Source: an optimization exercise on an open RTL-to-GDS flow (aim: a short achievable clock period and few clock cycles). Production flows keep margins and buffers that such runs may drop. The RTL was checked by simulation tests, not by an equivalence proof against the original design. Power is estimated from default activity; no workload was simulated.

==> run Z <==
// pq_dec
module pq_dec (
    input  wire        clk,
    input  wire        rst,
    input  wire        cmd_valid,
    output wire        cmd_ready,
    input  wire [63:0] cmd_word,
    input  wire [63:0] cmd_arg0,
    input  wire [31:0] cmd_inlen,
    input  wire [31:0] cmd_cap,
    input  wire        in_valid,
    output wire        in_ready,
    input  wire [7:0]  in_data,
    output wire        out_valid,
    input  wire        out_ready,
    output wire [63:0] out_data,
    output wire        done,
    output reg  [2:0]  done_status,
    output reg  [31:0] done_pos,
    output reg  [31:0] done_count
);
    localparam [7:0] OPC_VARINT = 8'h01;
    localparam [7:0] OPC_BITUNP = 8'h02;
    localparam [7:0] OPC_RLE    = 8'h03;
    localparam [7:0] OPC_HYBRID = 8'h04;
    localparam [2:0] ST_OK        = 3'd0;
    localparam [2:0] ST_TRUNCATED = 3'd1;
    localparam [2:0] ST_MALFORMED = 3'd2;
    localparam [2:0] ST_INVALID   = 3'd3;
    localparam [2:0] ST_BAD_ARG   = 3'd4;
    localparam [2:0] ST_CAPACITY  = 3'd5;
    localparam [3:0] PS_IDLE  = 4'd0;
    localparam [3:0] PS_SETUP = 4'd1;
    localparam [3:0] PS_BPM   = 4'd2;    
  ...
==> flow/config.mk <==
export PLATFORM = sky130hd
export DESIGN_NAME = pq_dec
export DESIGN_NICKNAME = pq_dec
export VERILOG_FILES = /design/flow/design.v
export SDC_FILE = /design/flow/constraint.sdc
export NUM_CORES = 4
export LEC_CHECK = 0
export ABC_CLOCK_PERIOD_IN_PS = 3500
export CAP_MARGIN = 20
export CORE_MARGIN = 2
export CORE_UTILIZATION = 40
export PLACE_DENSITY = 0.6
export SLEW_MARGIN = 20
==> flow/constraint.sdc <==
create_clock -name core_clock -period 12.0 [get_ports {clk}]
set_input_delay 2.4000 -clock core_clock [delete_from_list [all_inputs] [get_ports {clk}]]
set_output_delay 2.4000 -clock core_clock [all_outputs]
set_load 0.01 [all_outputs]
standard.sh (not shown) runs the stock make flow with config.mk's settings and CLKGATE_MAP_FILE= SYNTH_SCRIPT=/design/flow/synth_recipe.tcl, a recipe that flattens the netlist after the stock synthesis.
==> flow/flow/run.sh <==
#!/bin/bash
# Standard layout (the standard.sh, standard synthesis unchanged), with:
#  - the resizer's timing repair aimed below the SDC period: SETUP_SLACK_MARGIN
#    asks repair_timing for that much extra setup slack (the SDC is unchanged);
#    through CTS it works on every violating endpoint, after global routing
#    only on the worst ones, to bound the run time;
#  - port buffers made with a plain buffer cell rather than the one
#    buffer_ports picks by default (a delay buffer on sky130hd).
set -euo pipefail
cd "$(dirname "$0")/.."
PB="BUFFER_PORTS_ARGS=-buffer_cell sky130_fd_sc_hd__buf_4"
bash standard.sh SETUP_SLACK_MARGIN=7.9 TNS_END_PERCENT=100 "$PB" cts > layout_cts.log 2>&1
bash standard.sh SETUP_SLACK_MARGIN=7.9 TNS_END_PERCENT=5 "$PB" finish > layout.log 2>&1
==> inputs of run H, as changes to run Z <==
--- a/flow/design.v
+++ b/flow/design.v
@@ -265,80 +265,38 @@
                     if (fin) qv0 <= 1'b0;
                 end
             end
         end
     end
     wire          consume = emit & h_bp;
-    localparam integer NL = 4;
-    localparam integer LW = BBW / NL;
-    reg  [6:0]     bws0, bws1, bws2, bws3;
-    always @(posedge clk) begin
+    reg  [6:0]     bws_n;
+    always @(posedge clk)
         if (cmd_rdy)
-            bws0 <= cmd_word[14:8];
-        if (cmd_fire)
-            bws1 <= cmd_word[14:8];
-        if (st[PS_SETUP]) begin
-            bws2 <= cw[14:8];
-            bws3 <= bws0;
-        end
-    end
-    reg  [7:0]     bcnt1, bcnt2, bcnt3;
-    reg  [8:0]     bdef1, bdef2, bdef3;
+            bws_n <= ~cmd_word[14:8];
+    wire [6:0]     bws    = ~bws_n;
+    wire [BBW-1:0] bb_sh  = consume ? (bb >> bws) : bb;
     wire [7:0]     bc_sh  = consume ? bdef[7:0] : bcnt;
     wire [8:0]     bd_sh  = consume ? (bdef - {2'b00, bw}) : bdef;
-    wire [7:0]     bc_sh1 = consume ? bdef1[7:0] : bcnt1;
-    wire [8:0]     bd_sh1 = consume ? (bdef1 - {2'b00, bw}) : bdef1;
-    wire [7:0]     bc_sh2 = consume ? bdef2[7:0] : bcnt2;
-    wire [8:0]     bd_sh2 = consume ? (bdef2 - {2'b00, bw}) : bdef2;
-    wire [7:0]     bc_sh3 = consume ? bdef3[7:0] : bcnt3;
-    wire [8:0]     bd_sh3 = consume ? (bdef3 - {2'b00, bw}) : bdef3;
-    wire [7:0]     b_add  = app ? (pop2 ? 8'd16 : 8'd8) : 8'd0;
-    function [LW-1:0] bb_lane(input integer q, input [BBW-1:0] b, input [6:0] sh,
-                              input [7:0] pc, input [7:0] pd, input cons, input ap,
-                              input [BBW-1:0] aw);
-        reg [BBW-1:0] sb, ab;
-        begin
-            sb = cons ? (b >> sh) : b;
-            ab = ap ? (aw << (cons ? pd : pc)) : {BBW{1'b0}};
-            bb_lane = ((sb | ab) >> (q * LW));
-        end
-    endfunction
     always @(posedge clk) begin
         if (rst_r) begin
-            bb    <= {BBW{1'b0}};
-            bcnt  <= 8'd0;
-            bdef  <= 9'd0;
-            bcnt1 <= 8'd0;
-            bdef1 <= 9'd0;
-            bcnt2 <= 8'd0;
-            bdef2 <= 9'd0;
-            bcnt3 <= 8'd0;
-            bdef3 <= 9'd0;
+            bb   <= {BBW{1'b0}};
+            bcnt <= 8'd0;
+            bdef <= 9'd0;
         end else if (st[PS_SETUP]) begin
-            bb    <= {BBW{1'b0}};
-            bcnt  <= 8'd0;
-            bdef  <= 9'd0 - {2'b00, bw};
-            bcnt1 <= 8'd0;
-            bdef1 <= 9'd0 - {2'b00, bw};
-            bcnt2 <= 8'd0;
-            bdef2 <= 9'd0 - {2'b00, bw};
-            bcnt3 <= 8'd0;
-            bdef3 <= 9'd0 - {2'b00, bw};
+            bb   <= {BBW{1'b0}};
+            bcnt <= 8'd0;
+            bdef <= 9'd0 - {2'b00, bw};
+        end else if (app) begin
+            bb   <= consume ? ((bb >> bws) | (app_w << bdef[7:0]))
+                            : (bb | (app_w << bcnt));
+            bcnt <= bc_sh + (pop2 ? 8'd16 : 8'd8);
+            bdef <= bd_sh + (pop2 ? 9'd16 : 9'd8);
         end else begin
-            bb[0*LW +: LW] <= bb_lane(0, bb, bws0, bcnt,  bdef[7:0],  consume, app, app_w);
-            bb[1*LW +: LW] <= bb_lane(1, bb, bws1, bcnt1, bdef1[7:0], consume, app, app_w);
-            bb[2*LW +: LW] <= bb_lane(2, bb, bws2, bcnt2, bdef2[7:0], consume, app, app_w);
-            bb[3*LW +: LW] <= bb_lane(3, bb, bws3, bcnt3, bdef3[7:0], consume, app, app_w);
-            bcnt  <= bc_sh  + b_add;
-            bdef  <= bd_sh  + {1'b0, b_add};
-            bcnt1 <= bc_sh1 + b_add;
-            bdef1 <= bd_sh1 + {1'b0, b_add};
-            bcnt2 <= bc_sh2 + b_add;
-            bdef2 <= bd_sh2 + {1'b0, b_add};
-            bcnt3 <= bc_sh3 + b_add;
-            bdef3 <= bd_sh3 + {1'b0, b_add};
+            bb   <= bb_sh;
+            bcnt <= bc_sh;
+            bdef <= bd_sh;
         end
     end
     wire o_take = ov & out_ready;
     always @(posedge clk) begin
         if (rst_a) begin
             ov <= 1'b0;
--- a/flow/flow/run.sh
+++ b/flow/flow/run.sh
@@ -6,8 +6,8 @@
 #    only on the worst ones, to bound the run time;
 #  - port buffers made with a plain buffer cell rather than the one
 #    buffer_ports picks by default (a delay buffer on sky130hd).
 set -euo pipefail
 cd "$(dirname "$0")/.."
 PB="BUFFER_PORTS_ARGS=-buffer_cell sky130_fd_sc_hd__buf_4"
-bash standard.sh SETUP_SLACK_MARGIN=7.9 TNS_END_PERCENT=100 "$PB" cts > layout_cts.log 2>&1
-bash standard.sh SETUP_SLACK_MARGIN=7.9 TNS_END_PERCENT=5 "$PB" finish > layout.log 2>&1
+bash standard.sh SETUP_SLACK_MARGIN=8.0 TNS_END_PERCENT=100 "$PB" cts > layout_cts.log 2>&1
+bash standard.sh SETUP_SLACK_MARGIN=8.0 TNS_END_PERCENT=5 "$PB" finish > layout.log 2>&1
==> run_results.csv <==
group,metric,value,unit
status,status,"no timing/DRC/antenna violations",
finish,nClkBuffers,261,
logic_synthesis,synth_area_per_cell,10.1,um^2
pwr,comb_power_share,12.9,%
setup_path,path_max_fanout,23,
pwr,p_leak,47.6,nW
clocking,cts-resized-gates,144,
finish,buffer_area_share,3.91,%
detailed_routing,wl_per_cell,29.4,um
setup_path,r2r_slack,7780,ps
pwr,irDropWorstVdd,128,uV
setup_path,worstSetupEndpoint,"bb[61]$_SDFFE_PP0P_",
pwr,switching_share,27.3,%
finish,most-common-layout-cells,"edfxtp_1, nand2_1, o21ai_0",
timing,worstMarginPinSlew,1250,ps
The numbers above come from run H.

==> run_results.csv <==
group,metric,value,unit
status,status,"no timing/DRC/antenna violations",
pwr,p_leak,52.1,nW
pwr,irDropWorstVdd,141,uV
finish,buffer_area_share,3.64,%
setup_path,path_max_fanout,76,
logic_synthesis,synth_area_per_cell,10.1,um^2
detailed_routing,dr_wl_met2,208000,um
finish,final_cells,17200,
pwr,switching_share,27.0,%
clocking,cts-resized-gates,108,
detailed_routing,wl_per_cell,28.1,um
global_route,grt.busiest_layer,"met2",
setup_path,r2r_slack,7810,ps
finish,multi_input_area,69000,um^2
finish,most-common-layout-cells,"edfxtp_1, nand2_1, nor2_1",
timing,worstMarginPinSlew,1410,ps
pwr,comb_power_share,12.8,%
The numbers above come from run Z.

Testbench counts of run Z, summed over its fixed seeds: cycles 515,724.
Testbench counts of run H, summed over its fixed seeds: cycles 515,724.

-- static timing again, ports no longer ideal --
How much do the figures lean on ideal ports? The routed layouts below were timed once more, with nothing changed but the port constraints. Step 1 sets driving cells, clkbuf_16 on the clock port and buf_2 on the other inputs (assumed; they add their load-dependent delay and slew). Step 2 adds t to the input delays and takes it off the output delays; t is the mean of the earliest and latest rising clock arrival at the registers after step 1. Input paths then give back, and output paths get back, about the clock's delay inside the block. a / b / c = ideal ports / drivers / drivers and shift; a / b = the first two.
run | t (ns) | setup WS [ns] | worst hold slack (ns)
run Z | 1.020 | 7.806 / 7.806 / 6.871 | 0.454 / 0.454 / 0.454
run H | 1.018 | 7.780 / 7.780 / 6.926 | 0.453 / 0.453 / 0.453
After both steps every run listed still meets setup and hold. For run Z, which loses most, drivers alone change the setup slack by 0.000 ns; drivers and shift together by -0.935 ns.
